What follows belongs to an exercise in optimizing a design on an open flow for small area, a short achievable clock period and few clock cycles; a production flow would make more cautious choices.
Function was checked by simulation only, so behaviour that the tests miss may differ from the original.
Power is estimated from default activity; no workload was simulated.

<file path="design/flow/run.sh">
#!/bin/bash
# synth_recipe.tcl (not shown) runs the flow's synth.tcl, then flattens the netlist and writes it again
# the make line also repeats each setting of config.mk as NAME=value (left out here)
make -C /OpenROAD-flow-scripts/flow DESIGN_CONFIG=/design/flow/config.mk WORK_HOME=/design/flow/orfs CLKGATE_MAP_FILE= SYNTH_SCRIPT=/design/flow/synth_recipe.tcl finish
</file>
<file path="design/flow/config.mk">
export PLATFORM = sky130hd
export DESIGN_NAME = xpfe
export DESIGN_NICKNAME = xpfe
export VERILOG_FILES = /design/flow/design.v
export SDC_FILE = /design/flow/constraint.sdc
export NUM_CORES = 4
export LEC_CHECK = 0
export CAP_MARGIN = 20
export CORE_MARGIN = 2
export CORE_UTILIZATION = 40
export SLEW_MARGIN = 20
</file>
<file path="design/flow/constraint.sdc">
create_clock -name core_clock -period 8.0 [get_ports {clk}]
set_input_delay 1.6000 -clock core_clock [delete_from_list [all_inputs] [get_ports {clk}]]
set_output_delay 1.6000 -clock core_clock [all_outputs]
set_load 0.01 [all_outputs]
</file>
<file path="design/flow/design.v">
module xpfe (
    input             clk,
    input             rst,
    input      [4:0]  cfg_nh,        
    input      [127:0] cfg_ids,      
    input             in_valid,
    output            in_ready,
    input             in_kind,       
    input      [31:0] in_data,
    output            tx_valid,
    input             tx_ready,
    output     [7:0]  tx_data,
    output            tx_last,
    input             tx_err,
    output            res_valid,
    input             res_ready,
    output reg [2:0]  res_code,
    output            ev_valid,
    input             ev_ready,
    output reg [2:0]  ev_kind,
    output reg [3:0]  ev_handle,
    output reg [3:0]  ev_reg,
    output reg [7:0]  ev_id,
    output reg [7:0]  ev_status,
    output reg [15:0] ev_a,
    output reg [15:0] ev_b
);
    localparam [2:0] R_OK = 3'd0, R_TXFAIL = 3'd1, R_ILLEGAL = 3'd2,
                     R_UNK_HANDLE = 3'd3, R_UNK_REG = 3'd4, R_INVALID_ID = 3'd5;
    localparam [2:0] E_ACK = 3'd0, E_DATA = 3'd1, E_MALFORMED = 3'd2,
                     E_CHECKSUM = 3'd3, E_UNKNOWN_ID = 3'd4;
    localparam [2:0] S_IDLE = 3'd0, S_TX = 3'd1, S_RES = 3'd2, S_PROC = 3'd3,
                     S_CRC = 3'd4, S_CHK = 3'd5, S_EV = 3'd6;
    localparam [3:0] REG_NONE = 4'd15;
    function [15:0] crc_table;
        input [7:0] idx;
        begin
            case (idx)
                8'h00: crc_table = 16'h0000;
                8'h01: crc_table = 16'h8005;
                8'h02: crc_table = 16'h800F;
                8'h03: crc_table = 16'h000A;
                8'h04: crc_table = 16'h801B;
                8'h05: crc_table = 16'h001E;
                8'h06: crc_table = 16'h0014;
                8'h07: crc_table = 16'h8011;
                8'h08: crc_table = 16'h8033;
                8'h09: crc_table = 16'h0036;
                8'h0A: crc_table = 16'h003C;
                8'h0B: crc_table = 16'h8039;
                8'h0C: crc_table = 16'h0028;
                8'h0D: crc_table = 16'h802D;
                8'h0E: crc_table = 16'h8027;
                8'h0F: crc_table = 16'h0022;
                8'h10: crc_table = 16'h8063;
                8'h11: crc_table = 16'h0066;
                8'h12: crc_table = 16'h006C;
                8'h13: crc_table = 16'h8069;
                8'h14: crc_table = 16'h0078;
                8'h15: crc_table = 16'h807D;
                8'h16: crc_table = 16'h8077;
                8'h17: crc_table = 16'h0072;
                8'h18: crc_table = 16'h0050;
                8'h19: crc_table = 16'h8055;
                8'h1A: crc_table = 16'h805F;
                8'h1B: crc_table = 16'h005A;
                8'h1C: crc_table = 16'h804B;
                8'h1D: crc_table = 16'h004E;
                8'h1E: crc_table = 16'h0044;
                8'h1F: crc_table = 16'h8041;
                8'h20: crc_table = 16'h80C3;
                8'h21: crc_table = 16'h00C6;
                8'h22: crc_table = 16'h00CC;
                8'h23: crc_table = 16'h80C9;
                8'h24: crc_table = 16'h00D8;
                8'h25: crc_table = 16'h80DD;
                8'h26: crc_table = 16'h80D7;
                8'h27: crc_table = 16'h00D2;
                8'h28: crc_table = 16'h00F0;
                8'h29: crc_table = 16'h80F5;
                8'h2A: crc_table = 16'h80FF;
                8'h2B: crc_table = 16'h00FA;
                8'h2C: crc_table = 16'h80EB;
                8'h2D: crc_table = 16'h00EE;
                8'h2E: crc_table = 16'h00E4;
                8'h2F: crc_table = 16'h80E1;
                8'h30: crc_table = 16'h00A0;
                8'h31: crc_table = 16'h80A5;
                8'h32: crc_table = 16'h80AF;
                8'h33: crc_table = 16'h00AA;
                8'h34: crc_table = 16'h80BB;
                8'h35: crc_table = 16'h00BE;
                8'h36: crc_table = 16'h00B4;
                8'h37: crc_table = 16'h80B1;
                8'h38: crc_table = 16'h8093;
                8'h39: crc_table = 16'h0096;
                8'h3A: crc_table = 16'h009C;
                8'h3B: crc_table = 16'h8099;
                8'h3C: crc_table = 16'h0088;
                8'h3D: crc_table = 16'h808D;
                8'h3E: crc_table = 16'h8087;
                8'h3F: crc_table = 16'h0082;
                8'h40: crc_table = 16'h8183;
                8'h41: crc_table = 16'h0186;
                8'h42: crc_table = 16'h018C;
                8'h43: crc_table = 16'h8189;
                8'h44: crc_table = 16'h0198;
                8'h45: crc_table = 16'h819D;
                8'h46: crc_table = 16'h8197;
                8'h47: crc_table = 16'h0192;
                8'h48: crc_table = 16'h01B0;
                8'h49: crc_table = 16'h81B5;
                8'h4A: crc_table = 16'h81BF;
                8'h4B: crc_table = 16'h01BA;
                8'h4C: crc_table = 16'h81AB;
                8'h4D: crc_table = 16'h01AE;
                8'h4E: crc_table = 16'h01A4;
                8'h4F: crc_table = 16'h81A1;
                8'h50: crc_table = 16'h01E0;
                8'h51: crc_table = 16'h81E5;
                8'h52: crc_table = 16'h81EF;
                8'h53: crc_table = 16'h01EA;
                8'h54: crc_table = 16'h81FB;
                8'h55: crc_table = 16'h01FE;
                8'h56: crc_table = 16'h01F4;
                8'h57: crc_table = 16'h81F1;
                8'h58: crc_table = 16'h81D3;
                8'h59: crc_table = 16'h01D6;
                8'h5A: crc_table = 16'h01DC;
                8'h5B: crc_table = 16'h81D9;
                8'h5C: crc_table = 16'h01C8;
                8'h5D: crc_table = 16'h81CD;
                8'h5E: crc_table = 16'h81C7;
                8'h5F: crc_table = 16'h01C2;
                8'h60: crc_table = 16'h0140;
                8'h61: crc_table = 16'h8145;
                8'h62: crc_table = 16'h814F;
                8'h63: crc_table = 16'h014A;
                8'h64: crc_table = 16'h815B;
                8'h65: crc_table = 16'h015E;
                8'h66: crc_table = 16'h0154;
                8'h67: crc_table = 16'h8151;
                8'h68: crc_table = 16'h8173;
                8'h69: crc_table = 16'h0176;
                8'h6A: crc_table = 16'h017C;
                8'h6B: crc_table = 16'h8179;
                8'h6C: crc_table = 16'h0168;
                8'h6D: crc_table = 16'h816D;
                8'h6E: crc_table = 16'h8167;
                8'h6F: crc_table = 16'h0162;
                8'h70: crc_table = 16'h8123;
                8'h71: crc_table = 16'h0126;
                8'h72: crc_table = 16'h012C;
                8'h73: crc_table = 16'h8129;
                8'h74: crc_table = 16'h0138;
                8'h75: crc_table = 16'h813D;
                8'h76: crc_table = 16'h8137;
                8'h77: crc_table = 16'h0132;
                8'h78: crc_table = 16'h0110;
                8'h79: crc_table = 16'h8115;
                8'h7A: crc_table = 16'h811F;
                8'h7B: crc_table = 16'h011A;
                8'h7C: crc_table = 16'h810B;
                8'h7D: crc_table = 16'h010E;
                8'h7E: crc_table = 16'h0104;
                8'h7F: crc_table = 16'h8101;
                8'h80: crc_table = 16'h8303;
                8'h81: crc_table = 16'h0306;
                8'h82: crc_table = 16'h030C;
                8'h83: crc_table = 16'h8309;
                8'h84: crc_table = 16'h0318;
                8'h85: crc_table = 16'h831D;
                8'h86: crc_table = 16'h8317;
                8'h87: crc_table = 16'h0312;
                8'h88: crc_table = 16'h0330;
                8'h89: crc_table = 16'h8335;
                8'h8A: crc_table = 16'h833F;
                8'h8B: crc_table = 16'h033A;
                8'h8C: crc_table = 16'h832B;
                8'h8D: crc_table = 16'h032E;
                8'h8E: crc_table = 16'h0324;
                8'h8F: crc_table = 16'h8321;
                8'h90: crc_table = 16'h0360;
                8'h91: crc_table = 16'h8365;
                8'h92: crc_table = 16'h836F;
                8'h93: crc_table = 16'h036A;
                8'h94: crc_table = 16'h837B;
                8'h95: crc_table = 16'h037E;
                8'h96: crc_table = 16'h0374;
                8'h97: crc_table = 16'h8371;
                8'h98: crc_table = 16'h8353;
                8'h99: crc_table = 16'h0356;
                8'h9A: crc_table = 16'h035C;
                8'h9B: crc_table = 16'h8359;
                8'h9C: crc_table = 16'h0348;
                8'h9D: crc_table = 16'h834D;
                8'h9E: crc_table = 16'h8347;
                8'h9F: crc_table = 16'h0342;
                8'hA0: crc_table = 16'h03C0;
                8'hA1: crc_table = 16'h83C5;
                8'hA2: crc_table = 16'h83CF;
                8'hA3: crc_table = 16'h03CA;
                8'hA4: crc_table = 16'h83DB;
                8'hA5: crc_table = 16'h03DE;
                8'hA6: crc_table = 16'h03D4;
                8'hA7: crc_table = 16'h83D1;
                8'hA8: crc_table = 16'h83F3;
                8'hA9: crc_table = 16'h03F6;
                8'hAA: crc_table = 16'h03FC;
                8'hAB: crc_table = 16'h83F9;
                8'hAC: crc_table = 16'h03E8;
                8'hAD: crc_table = 16'h83ED;
                8'hAE: crc_table = 16'h83E7;
                8'hAF: crc_table = 16'h03E2;
                8'hB0: crc_table = 16'h83A3;
                8'hB1: crc_table = 16'h03A6;
                8'hB2: crc_table = 16'h03AC;
                8'hB3: crc_table = 16'h83A9;
                8'hB4: crc_table = 16'h03B8;
                8'hB5: crc_table = 16'h83BD;
                8'hB6: crc_table = 16'h83B7;
                8'hB7: crc_table = 16'h03B2;
                8'hB8: crc_table = 16'h0390;
                8'hB9: crc_table = 16'h8395;
                8'hBA: crc_table = 16'h839F;
                8'hBB: crc_table = 16'h039A;
                8'hBC: crc_table = 16'h838B;
                8'hBD: crc_table = 16'h038E;
                8'hBE: crc_table = 16'h0384;
                8'hBF: crc_table = 16'h8381;
                8'hC0: crc_table = 16'h0280;
                8'hC1: crc_table = 16'h8285;
                8'hC2: crc_table = 16'h828F;
                8'hC3: crc_table = 16'h028A;
                8'hC4: crc_table = 16'h829B;
                8'hC5: crc_table = 16'h029E;
                8'hC6: crc_table = 16'h0294;
                8'hC7: crc_table = 16'h8291;
                8'hC8: crc_table = 16'h82B3;
                8'hC9: crc_table = 16'h02B6;
                8'hCA: crc_table = 16'h02BC;
                8'hCB: crc_table = 16'h82B9;
                8'hCC: crc_table = 16'h02A8;
                8'hCD: crc_table = 16'h82AD;
                8'hCE: crc_table = 16'h82A7;
                8'hCF: crc_table = 16'h02A2;
                8'hD0: crc_table = 16'h82E3;
                8'hD1: crc_table = 16'h02E6;
                8'hD2: crc_table = 16'h02EC;
                8'hD3: crc_table = 16'h82E9;
                8'hD4: crc_table = 16'h02F8;
                8'hD5: crc_table = 16'h82FD;
                8'hD6: crc_table = 16'h82F7;
                8'hD7: crc_table = 16'h02F2;
                8'hD8: crc_table = 16'h02D0;
                8'hD9: crc_table = 16'h82D5;
                8'hDA: crc_table = 16'h82DF;
                8'hDB: crc_table = 16'h02DA;
                8'hDC: crc_table = 16'h82CB;
                8'hDD: crc_table = 16'h02CE;
                8'hDE: crc_table = 16'h02C4;
                8'hDF: crc_table = 16'h82C1;
                8'hE0: crc_table = 16'h8243;
                8'hE1: crc_table = 16'h0246;
                8'hE2: crc_table = 16'h024C;
                8'hE3: crc_table = 16'h8249;
                8'hE4: crc_table = 16'h0258;
                8'hE5: crc_table = 16'h825D;
                8'hE6: crc_table = 16'h8257;
                8'hE7: crc_table = 16'h0252;
                8'hE8: crc_table = 16'h0270;
                8'hE9: crc_table = 16'h8275;
                8'hEA: crc_table = 16'h827F;
                8'hEB: crc_table = 16'h027A;
                8'hEC: crc_table = 16'h826B;
                8'hED: crc_table = 16'h026E;
                8'hEE: crc_table = 16'h0264;
                8'hEF: crc_table = 16'h8261;
                8'hF0: crc_table = 16'h0220;
                8'hF1: crc_table = 16'h8225;
                8'hF2: crc_table = 16'h822F;
                8'hF3: crc_table = 16'h022A;
                8'hF4: crc_table = 16'h823B;
                8'hF5: crc_table = 16'h023E;
                8'hF6: crc_table = 16'h0234;
                8'hF7: crc_table = 16'h8231;
                8'hF8: crc_table = 16'h8213;
                8'hF9: crc_table = 16'h0216;
                8'hFA: crc_table = 16'h021C;
                8'hFB: crc_table = 16'h8219;
                8'hFC: crc_table = 16'h0208;
                8'hFD: crc_table = 16'h820D;
                8'hFE: crc_table = 16'h8207;
                8'hFF: crc_table = 16'h0202;
            endcase
        end
    endfunction
    function [15:0] crc_step;
        input [15:0] acc;
        input [7:0]  b;
        begin
            crc_step = {acc[7:0], 8'h00} ^ crc_table(acc[15:8] ^ b);
        end
    endfunction
    function [7:0] reg_addr;
        input [3:0] r;
        begin
            case (r)
                4'd0:  reg_addr = 8'h19;
                4'd1:  reg_addr = 8'h1E;
                4'd2:  reg_addr = 8'h25;
                4'd3:  reg_addr = 8'h20;
                4'd4:  reg_addr = 8'h27;
                4'd5:  reg_addr = 8'h18;
                4'd6:  reg_addr = 8'h0B;
                4'd7:  reg_addr = 8'h29;
                4'd8:  reg_addr = 8'h2D;
                4'd9:  reg_addr = 8'h2E;
                4'd10: reg_addr = 8'h1D;
                4'd11: reg_addr = 8'h1C;
                4'd12: reg_addr = 8'h1B;
                default: reg_addr = 8'h00;
            endcase
        end
    endfunction
    function reg_wide;
        input [3:0] r;
        begin
            reg_wide = (r == 4'd1) || (r == 4'd2) || (r == 4'd3) ||
                       (r == 4'd4) || (r == 4'd7);
        end
    endfunction
    reg [2:0]  state;
    reg [7:0]  rxbuf [0:12];
    reg [3:0]  len;
    reg [3:0]  pend [0:15];
    reg [7:0]  f_id;
    reg [7:0]  f_instr;
    reg [7:0]  f_addr;
    reg [7:0]  f_p2;
    reg [7:0]  f_p3;
    reg [3:0]  f_len;         
    reg [3:0]  tx_idx;
    reg [15:0] crc;
    reg [3:0]  crc_idx;
    reg [3:0]  ev_drop;
    integer i;
    wire [7:0]  c_op    = in_data[31:24];
    wire [3:0]  c_h     = in_data[23:20];
    wire [3:0]  c_reg   = in_data[19:16];
    wire [15:0] c_val   = in_data[15:0];
    wire [7:0]  c_id    = cfg_ids[c_h*8 +: 8];
    wire        c_wide  = reg_wide(c_reg);
    wire [15:0] c_mval  = (c_reg == 4'd0) ? (c_val & 16'h0007) :
                          c_wide ? c_val : (c_val & 16'h00FF);
    reg [7:0] tx_byte;
    always @(*) begin
        case (tx_idx)
            4'd0:  tx_byte = 8'hFF;
            4'd1:  tx_byte = 8'hFF;
            4'd2:  tx_byte = 8'hFD;
            4'd3:  tx_byte = 8'h00;
            4'd4:  tx_byte = f_id;
            4'd5:  tx_byte = {4'h0, f_len};
            4'd6:  tx_byte = 8'h00;
            4'd7:  tx_byte = f_instr;
            4'd8:  tx_byte = f_addr;
            4'd9:  tx_byte = 8'h00;
            4'd10: tx_byte = f_p2;
            4'd11: tx_byte = (f_len == 4'd7) ? f_p3 : crc[7:0];
            4'd12: tx_byte = (f_len == 4'd7) ? crc[7:0] : crc[15:8];
            default: tx_byte = crc[15:8];
        endcase
    end
    wire tx_body = (tx_idx < f_len + 4'd5);
    wire tx_end  = (tx_idx == f_len + 4'd6);
    assign in_ready  = (state == S_IDLE);
    assign tx_valid  = (state == S_TX);
    assign tx_data   = tx_byte;
    assign tx_last   = tx_end;
    assign res_valid = (state == S_RES);
    assign ev_valid  = (state == S_EV);
    reg        pre_found;
    reg [3:0]  pre_pos;
    always @(*) begin
        pre_found = 1'b0;
        pre_pos   = 4'd0;
        for (i = 9; i >= 0; i = i - 1) begin
            if ((i + 4 <= len) && rxbuf[i] == 8'hFF && rxbuf[i+1] == 8'hFF &&
                rxbuf[i+2] == 8'hFD && rxbuf[i+3] == 8'h00) begin
                pre_found = 1'b1;
                pre_pos   = i[3:0];
            end
        end
    end
    wire [15:0] r_len   = {rxbuf[6], rxbuf[5]};
    wire        r_ok    = (r_len == 16'd4) || (r_len == 16'd5) || (r_len == 16'd6);
    wire [3:0]  r_total = r_len[3:0] + 4'd7;
    wire [7:0]  r_id    = rxbuf[4];
    wire [15:0] r_got   = {rxbuf[r_total - 4'd1], rxbuf[r_total - 4'd2]};
    reg        h_hit;
    reg [3:0]  h_idx;
    always @(*) begin
        h_hit = 1'b0;
        h_idx = 4'd0;
        for (i = 15; i >= 0; i = i - 1) begin
            if ((i < cfg_nh) && (cfg_ids[i*8 +: 8] == r_id) && (r_id != 8'd254)) begin
                h_hit = 1'b1;
                h_idx = i[3:0];
            end
        end
    end
    wire [15:0] crc_next = crc_step(crc, (state == S_TX) ? tx_byte : rxbuf[crc_idx]);
    reg        do_drop;
    reg [3:0]  drop_n;
    always @(*) begin
        do_drop = 1'b0;
        drop_n  = 4'd0;
        if (state == S_PROC && len >= 4'd11 && !pre_found) begin
            do_drop = 1'b1;
            drop_n  = len - 4'd3;
        end else if (state == S_PROC && len >= 4'd11 && pre_pos != 4'd0) begin
            do_drop = 1'b1;
            drop_n  = pre_pos;
        end else if (state == S_EV && ev_ready) begin
            do_drop = 1'b1;
            drop_n  = ev_drop;
        end
    end
    always @(posedge clk) begin
        if (do_drop) begin
            for (i = 0; i < 13; i = i + 1) begin
                if (i + {28'd0, drop_n} < 13)
                    rxbuf[i] <= rxbuf[i + {28'd0, drop_n}];
                else
                    rxbuf[i] <= 8'h00;
            end
        end else if (state == S_IDLE && in_valid && !in_kind && !rst) begin
            rxbuf[len] <= in_data[7:0];
        end
    end
    always @(posedge clk) begin
        if (rst) begin
            state <= S_IDLE;
            len   <= 4'd0;
            for (i = 0; i < 16; i = i + 1)
                pend[i] <= REG_NONE;
        end else begin
            case (state)
                S_IDLE: begin
                    if (in_valid) begin
                        if (!in_kind) begin
                            len   <= len + 4'd1;
                            state <= S_PROC;
                        end else if (c_op != 8'h02 && c_op != 8'h03) begin
                            res_code <= R_ILLEGAL;
                            state    <= S_RES;
                        end else if ({1'b0, c_h} >= cfg_nh) begin
                            res_code <= R_UNK_HANDLE;
                            state    <= S_RES;
                        end else if (c_reg > 4'd12) begin
                            res_code <= R_UNK_REG;
                            state    <= S_RES;
                        end else if (c_op == 8'h02 && c_id == 8'd254) begin
                            res_code <= R_INVALID_ID;
                            state    <= S_RES;
                        end else begin
                            if (c_op == 8'h02)
                                pend[c_h] <= c_reg;
                            f_id    <= c_id;
                            f_instr <= c_op;
                            f_addr  <= reg_addr(c_reg);
                            if (c_op == 8'h02) begin
                                f_len <= 4'd7;
                                f_p2  <= c_wide ? 8'd2 : 8'd1;
                                f_p3  <= 8'h00;
                            end else begin
                                f_len <= c_wide ? 4'd7 : 4'd6;
                                f_p2  <= c_mval[7:0];
                                f_p3  <= c_mval[15:8];
                            end
                            tx_idx <= 4'd0;
                            crc    <= 16'h0000;
                            state  <= S_TX;
                        end
                    end
                end
                S_TX: begin
                    if (tx_ready) begin
                        if (tx_body)
                            crc <= crc_next;
                        tx_idx <= tx_idx + 4'd1;
                        if (tx_end) begin
                            res_code <= tx_err ? R_TXFAIL : R_OK;
                            state    <= S_RES;
                        end
                    end
                end
                S_RES: begin
                    if (res_ready)
                        state <= S_IDLE;
                end
                S_PROC: begin
                    if (len < 4'd11) begin
                        state <= S_IDLE;
                    end else if (!pre_found) begin
                        len   <= 4'd3;
                        state <= S_IDLE;
                    end else if (pre_pos != 4'd0) begin
                        len   <= len - pre_pos;
                    end else if (!r_ok) begin
                        ev_kind <= E_MALFORMED;
                        ev_id   <= r_id;
                        ev_a    <= r_len;
                        ev_drop <= 4'd1;
                        state   <= S_EV;
                    end else if (len < r_total) begin
                        state <= S_IDLE;
                    end else begin
                        crc     <= 16'h0000;
                        crc_idx <= 4'd0;
                        state   <= S_CRC;
                    end
                end
                S_CRC: begin
                    crc     <= crc_next;
                    crc_idx <= crc_idx + 4'd1;
                    if (crc_idx == r_total - 4'd3)
                        state <= S_CHK;
                end
                S_CHK: begin
                    ev_id     <= r_id;
                    ev_handle <= h_idx;
                    ev_status <= rxbuf[8];
                    state     <= S_EV;
                    if (crc != r_got) begin
                        ev_kind <= E_CHECKSUM;
                        ev_a    <= crc;
                        ev_b    <= r_got;
                        ev_drop <= 4'd1;
                    end else if (!h_hit) begin
                        ev_kind <= E_UNKNOWN_ID;
                        ev_a    <= r_len;
                        ev_drop <= r_total;
                    end else if (r_len == 16'd4) begin
                        ev_kind <= E_ACK;
                        ev_drop <= r_total;
                    end else begin
                        ev_kind <= E_DATA;
                        ev_reg  <= pend[h_idx];
                        ev_a    <= (r_len == 16'd5) ? {8'h00, rxbuf[9]} : {rxbuf[10], rxbuf[9]};
                        ev_drop <= r_total;
                    end
                end
                S_EV: begin
                    if (ev_ready) begin
                        len   <= len - ev_drop;
                        state <= S_PROC;
                    end
                end
                default: state <= S_IDLE;
            endcase
        end
    end
endmodule
</file>
==> run summary <==
==> cells by family (layout without fill, tap and decap cells) <==
kind of cell | Yosys count | count (layout) | share of synthesized area
and+or+nand+nor | 992 | 992 | 0.157
buffers and inverters | 351 | 546 | 0.0486
AOI/OAI and AO/OA | 647 | 647 | 0.159
other | 0 | 21 | 0
DFF | 332 | 332 | 0.318
adders and majority gates | 58 | 58 | 0.0239
muxes | 512 | 512 | 0.238
xor gates and xnor gates | 191 | 191 | 0.0558
==> synthesized netlist by cell type, types with 45 or more instances <==
cell type and count:
nand2_1 352, edfxtp_1 321, mux2i_1 306, nor2_1 191
mux4_2 178, clkbuf_1 174, xnor2_1 116, nand3_1 102
a21oi_1 95, buf_2 86, a22oi_1 84, xor2_1 68
ha_1 56, o211ai_1 50, and2_1 47, a211oi_1 46
o21ai_0 45
==> area by class of cell <==
class                   instances  area (um2)  area share
diodes                         21        52.6     0.00144
inverters                      51         195     0.00533
clock buffers                  47        1110      0.0304
repair buffers                413        3740       0.102
well taps                    1040        1300      0.0355
multi-input cells            2400       19800       0.542
clock inverters                35         520      0.0142
flip-flops and latches        332        9860       0.269
==> worst max-delay path, cell delays in order, from the launching register on <==
cell,delay [ps]
edfxtp_1,360
buf_4,250
or4_1,560
nor4_1,880
nand4_1,440
a21oi_2,430
nor3_1,110
a32oi_1,250
o21a_4,190
clkinv_2,280
ha_1,420
o211ai_1,340
buf_4,320
xnor2_2,160
buf_4,320
o31ai_1,120
a211oi_2,480
buf_4,270
a32o_1,370
==> worst max path at each step <==
stage | slack (ps) | end | startpoint
detailed placement | 1450 | tx_idx[0] | in_data[20]
global placement | 1500 | tx_idx[2] | in_data[20]
global route | 1200 | rxbuf[5][5] | rxbuf[8][2]
finish | 1210 | rxbuf[1][3] | rxbuf[8][2]
floorplan | 1970 | crc[0] | in_data[20]
CTS | 1530 | rxbuf[1][3] | rxbuf[9][0]
==> power by group through the flow <==
stage               sequential (uW)  clock (uW)  combinational, uW
floorplan                      2060           0                795
global placement               2130           0               1270
detailed placement             2130           0               1270
CTS                            2100        2300               1280
global route                   2100        2350               1390
finish                         2100        2290               1310
==> layer usage <==
layer	vias to the layer above	global-route usage	part of all wire
li1	12300	-	-
met1	15600	0.521	0.34
met2	2881	0.671	0.43
met3	832	0.162	0.13
met4	8	0.325	0.089
met5	-	0	0.00033
==> metrics by stage <==
| step | hold slack (ps) | area (um2) | total power (uW) |
|---|---|---|---|
| finish | 615 | 36600 | 5700 |
| detailed placement | 598 | 34900 | 3410 |
| floorplan | 421 | 31000 | 2860 |
| CTS | 610 | 36500 | 5680 |
| global route | 624 | 36600 | 5840 |
| global placement | 582 | 34900 | 3400 |
==> flow_summary.yaml <==
run_status:
  outcome: "timing/DRC/antenna clean"
floorplanning:
  die_h_um: 283
  design.die.area_mm2: 0.0798
  die_x_um: 283
  io_pins: 248
  core_mm2: 0.0771
  initial_core_util: 0.402
  rows: 102
cells_and_area:
  final_cells: 4339
  area_growth_pct: 18.0
  layout_commonest_cell: "nand2_1"
  largest_registers: "rxbuf (128), pend (64)"
  mostFrequentLayoutCells: "nand2_1 (352), edfxtp_1 (321), mux2i_1 (306), clkdlybuf4s50_1 (242), nor2_1 (185)"
  final_nets: 3473
  largest_reg_flops: 128
  final_util: 0.475
  regMostFlops: "rxbuf"
  fillerInstances: 7207
  drive_gt1_frac: 0.171
worst_setup_path:
  reg2reg_depth: 18
  rr_endpoint: "rxbuf[1][3]"
  endpoint_kind: "flip-flop"
  path_class: "reg -> reg"
  rrSetupSlack_ps: 1210
  cp_max_fo: 18
  worst_ep_arrival_time_ps: 7200
  crit-reg2reg-launch: "rxbuf[8][2]"
  cp.required_ps: 8420
  cp-start-kind: "flip-flop"
sta:
  fin_tns_setup_ps: 0
  slew_viol_final: 0
  fin_crit_ps: 6790
  finalHoldViolCount: 0
  max_freq_mhz: 147
  setup_viol: 0
  period_share: 0.848
  fin_worst_skew_ps: 63.2
  fin_ws_ps: 1210
  relSlewSlack: 0.0976
  worst_pin_slew_ps: 1350
  rsz0062_at_grt: "no"
clocking:
  clock_sinks: 332
  numCtsBuffers: 44
  clock-root-buffer: "clkbuf_16"
  clock_latency_ps: 640
  path_clk_slew_ps: 60
  clock_path_buffers: 3
  tritoncts: "done"
  cts_hold_buf: 0
  post_cts_resized: 0
  cts_setup_buffers: 0
  ctsHtreeMaxLevel: 2
routing:
  post-route-drc-count: 0
  drtAntennaViolNets: 0
  viasPerCell: 7.28
  num_vias: 31600
  routed_wl_um: 181000
  drtPass1Iterations: 8
  drt-initial-drc-count: 5045
  avgRoutedWirePerCell_um: 41.6
logic_synthesis:
  synthArstFlopShare: 0
  synth_top_cells_by_area: "edfxtp_1 (31%), mux4_2 (13%), mux2i_1 (9.9%)"
  synth_seq_area_share: 0.318
  synth_cell_types: 104
  syn_avg_cell_area_um2: 10.1
  synth_top_area_frac: 0.311
  synthFlopType: "edfxtp_1"
  synth_edf_count: 321
  yosysTopAreaCell: "edfxtp_1"
  synthCells: 3083
  synth_nets: 3314
  synthesis.area_mm2: 0.0310
  ys.warnings.count: 1
  ys_seq_elements: 332
global_routing:
  grt_usage: 0.445
  grt_pass1_vias: 30000
  grt_pass1_wl_um: 245000
  grt_antenna_before_repair: 24
  grt_max_degree: 112
  grt_overflow: 0
pwr:
  ir_worst_vdd_mv: 0.159
  power.net_switching_uw: 1790
  switching_share: 0.315
  share_comb_of_total_power: 0.230
  power_density_mw_per_mm2: 156
  p_seq_frac: 0.368
  p_leak_uw: 0.0129
  power.internal_uw: 3910
  power_frac_clock: 0.401
worst_hold_path:
  holdPathStages: 1
  min_from: "crc_idx[1]"
  hold_path_class: "reg -> reg"
job:
  drv_cap: 0
placed_design:
  hpwl_um: 128000
  dp_cells: 4233
  place_congestion: 1.11
  numPortBuffers: 247
  dp_slack_ps: 1450
Testbench counts, summed over its fixed seeds: cycles 94,674.

[separate check: timing with driven ports]
The results above use ideal ports. As a check the final layout listed here was re-extracted and re-timed, cells and wires unchanged. Step 1: set_driving_cell puts a clkbuf_16 on clk and a buf_2 on each other input, an assumption about the parent block. Step 2 also shifts input and output timing later by t, the mid clock arrival at the registers, as if the neighbouring blocks saw the same clock. Slacks: no drivers / after step 1 / after step 2; pairs: no drivers / after step 1.
t (ns): 0.674
slack for setup (ns): 1.213 / 1.213 / 1.213
worst hold slack (ns): 0.615 / 0.615 / 0.615
worst setup path at the end: register to register
cell pins on the clock port's net: 1
After both steps setup and hold are still met in this run. For this run, drivers alone change the setup slack by 0.000 ns; drivers and shift together by 0.000 ns.
